What follows belongs to an exercise in optimizing a design on an open flow for small area, a short achievable clock period and few clock cycles per item; a production flow would make more cautious choices. The RTL was checked by simulation tests, not by an equivalence proof against the original design. Power is estimated from default activity; no workload was simulated.

Setup of try-violet:
// llmp16_alu
module llmp16_alu (
    input  wire        clk,
    input  wire        rst,           
    input  wire        in_valid,
    output wire        in_ready,
    input  wire [15:0] in_instr,      
    input  wire [15:0] in_a,          
    input  wire [15:0] in_b,          
    output reg         out_valid,
    output reg  [15:0] out_result,
    output reg  [3:0]  out_dest,
    output reg         out_reg_we,
    output wire [3:0]  out_flags,     
    output reg         out_flags_we
);
    localparam [3:0] OP_NOP = 4'd0,  OP_ADD = 4'd1,  OP_SUB = 4'd2,  OP_CMP = 4'd3,
                     OP_AND = 4'd4,  OP_TST = 4'd5,  OP_OR  = 4'd6,  OP_XOR = 4'd7,
                     OP_SHL = 4'd8,  OP_SHR = 4'd9,  OP_SAR = 4'd10, OP_MUL = 4'd11,
                     OP_DIV = 4'd12, OP_MOD = 4'd13;
    genvar gi;
    wire [3:0] cls = in_instr[15:12];
    wire [3:0] t   = in_instr[11:8];
    wire [3:0] fx  = in_instr[7:4];
    wire [3:0] fy  = in_instr[3:0];
    wire       c23 = (cls[3:1] == 3'b001);
    wire       c4  = (cls == 4'b0100);
    wire [9:0] tt;
    generate for (gi = 0; gi < 10; gi = gi + 1) begin : g_t
        assign tt[gi] = (t == gi);
    end endgenerate
    wire i_add = (c23 || c4) && tt[0];                        
    wire i_sub = c23 && tt[1] || c4 && (tt[1] || tt[3]);      
    wire i_cmp = c23 && tt[8];
    wire i_and = c23 && tt[5];
    wire i_tst = c23 && tt[9];
    wire i_or  = c23 && tt[6];
  ...
clock: 10.0 ns
lec_check: 0
abc_area: 1
cap_margin: 20
core_margin: 2
core_utilization: 45
slew_margin: 20
standard.sh (not shown) runs the stock make flow with config.mk's settings and CLKGATE_MAP_FILE= SYNTH_SCRIPT=/design/flow/synth_recipe.tcl, a recipe that flattens the netlist after the stock synthesis.
==> flow/flow/run.sh <==
#!/bin/bash
set -euo pipefail
bash standard.sh SETUP_SLACK_MARGIN=6.3 finish > standard_flow.log 2>&1
Testbench counts of try-violet, summed over its fixed seeds: cycles 16,318, ops 12,000.
--- input diff try-violet..try-yarrow ---
--- a/flow/design.v
+++ b/flow/design.v
@@ -363,16 +363,18 @@
     end endgenerate
     wire        d_div_one = ((in_a & ~in_b_pre) == 16'd0) || !in_b_pre[0];
     wire        d_multi = in_valid && (i_mul || ((i_div || i_mod) && !d_div_one));
     reg        ready_r;       
     reg        v_r;           
     reg [3:0]  op_r;
     reg [3:0]  dest_r;
     reg        sub_r;         
+    reg        dfirst_r;      
+    reg        sleft_r;       
     reg        big_r;         
     reg [3:0]  msb_a, msb_b;  
     reg [15:0] a_r, b_r;      
     reg        mul_p2;        
     reg        h_r, x_r;      
     reg [2:0]  xl_r;          
     reg        fc_r, fv_r;    
     reg        div_run;       
@@ -396,26 +398,26 @@
     wire [15:0] bx   = b_r ^ {16{sub_r}};
     wire [15:0] ad_x = mul_p2 ? f1_s : a_r;
     wire [15:0] ad_y = mul_p2 ? {f1_c[14:0], 1'b0} : bx;
     wire [16:0] sum  = {1'b0, ad_x} + {1'b0, ad_y} + {16'd0, sub_r};
     wire        cout = sum[16];
     wire        add_c = sub_r ? !cout : cout;
     wire        add_v = (a_r[15] == bx[15]) && (sum[15] != a_r[15]);
     wire        mul_c = h_r || (x_r ^ (^xl_r) ^ f1_c[15] ^ cout);
-    wire        div_first = e_dm && !div_run;
+    wire        div_first = dfirst_r;
     wire        b_zero = (b_r == 16'd0);
     wire        fits   = cout;                  
     wire [3:0]  k = msb_a - msb_b;              
     wire        k_zero = (k == 4'd0);           
     wire        div_done_first = b_zero || !fits || k_zero;
     wire        div_fin = div_run ? (cnt == 4'd0) : div_done_first;
     wire [15:0] quo = div_run ? {out_result[14:0], fits} : {15'd0, fits && k_zero};
     wire [15:0] rem = fits ? sum[15:0] : a_r;
-    wire        sh_left = e_shl || div_first;
+    wire        sh_left = sleft_r;
     wire [15:0] sh_x;
     wire [15:0] sh_r;
     generate for (gi = 0; gi < 16; gi = gi + 1) begin : g_rev
         assign sh_x[gi] = div_first ? b_r[15 - gi] : a_r[gi];
     end endgenerate
     wire        sh_f   = e_sar && a_r[15];
     wire [4:0]  sh_n   = div_first ? {1'b0, k} : b_r[4:0];
     wire        sh_big = !div_first && big_r;
@@ -472,28 +474,33 @@
         out_dest     <= dest_r;
         out_reg_we   <= !(e_nop || op_r == OP_CMP || op_r == OP_TST || (e_dm && b_zero));
         out_flags_we <= !(e_nop || (e_dm && b_zero));
         if (ready_r) begin
             a_r    <= d_a;
             b_r    <= d_b;
             op_r   <= d_op;
             sub_r  <= i_sub || i_cmp || i_div || i_mod;
+            dfirst_r <= i_div || i_mod;
+            sleft_r  <= i_shl || i_div || i_mod;
             big_r  <= d_big;
             msb_a  <= d_msb_a;
             msb_b  <= d_msb_b;
             dest_r <= c4 ? fx : 4'd0;
-        end else if (mul_p1) begin
-            a_r <= csa_r0;
-            b_r <= csa_r1;
-        end else if (div_first) begin
-            b_r <= sh_r;
         end else begin
-            if (fits) a_r <= sum[15:0];
-            b_r <= {1'b0, b_r[15:1]};
+            dfirst_r <= 1'b0;
+            if (mul_p1) begin
+                a_r <= csa_r0;
+                b_r <= csa_r1;
+            end else if (div_first) begin
+                b_r <= sh_r;
+            end else begin
+                if (fits) a_r <= sum[15:0];
+                b_r <= {1'b0, b_r[15:1]};
+            end
         end
         h_r <= mul_h;
         x_r <= csa_x;
         xl_r <= csa_xl;
         cnt <= div_run ? cnt - 4'd1 : k;
         if (rst) begin
             ready_r   <= 1'b1;
             v_r       <= 1'b0;
Notes after the runs:
try-yarrow vs. try-violet: post-synth design cell area went up by 4.2%. Routed wire in try-yarrow totals more than in try-violet. Compared with try-violet, try-yarrow shows a lower share of total power consumed by net switching. try-yarrow and try-violet ended up with nearly the same count of TritonRoute iterations in the first routing pass. try-yarrow against try-violet: post-synthesis share of cell area spent on xor and xnor gates now smaller; area overhead of the layout relative to synthesis now smaller; reported leakage power now larger; post-layout instance area now larger. Of the two values seen for launching instance or port of the critical path, a_r[0]$_DFFE_PP_ was produced by try-violet and op_r[3]$_SDFFCE_PP1P_ by try-yarrow. Comparing try-yarrow and try-violet, the lower part of the total power dissipated in combinational logic is on try-yarrow. Delta (try-yarrow minus try-violet): final-layout worst hold slack saw a decrease, portion of total power attributed to the clock network saw an increase, clock buffer instance count of the final layout saw an increase.
Testbench counts of try-yarrow, summed over its fixed seeds: cycles 16,318, ops 12,000.

-- separate check: timing with driven ports --
No port has a modelled driver above. Below, the same layouts with a new extraction and two added sets of constraints. Step 1 (the two cells are an assumption about what drives the block):
set clk [get_ports {clk}]
set_driving_cell -lib_cell sky130_fd_sc_hd__clkbuf_16 $clk
set_driving_cell -lib_cell sky130_fd_sc_hd__buf_2 [delete_from_list [all_inputs] $clk]
Step 2 times the ports against the registers' clock, not the clock port: input delays grow and output delays shrink by t, the midpoint of the rising clock arrivals with the driver on. Slacks: no drivers / after step 1 / after step 2; pairs: no drivers / after step 1.
run | shift t [ns] | slack for setup (ns) | latest minus earliest clock arrival (ns)
try-violet | 0.414 | 6.225 / 6.225 / 5.882 | 0.016 / 0.016
try-yarrow | 0.414 | 6.249 / 6.249 / 5.956 | 0.017 / 0.017
After both steps setup and hold are still met in every run listed. The setup slack of try-violet, which loses most, moves by 0.000 ns with the drivers and by -0.343 ns with both steps.
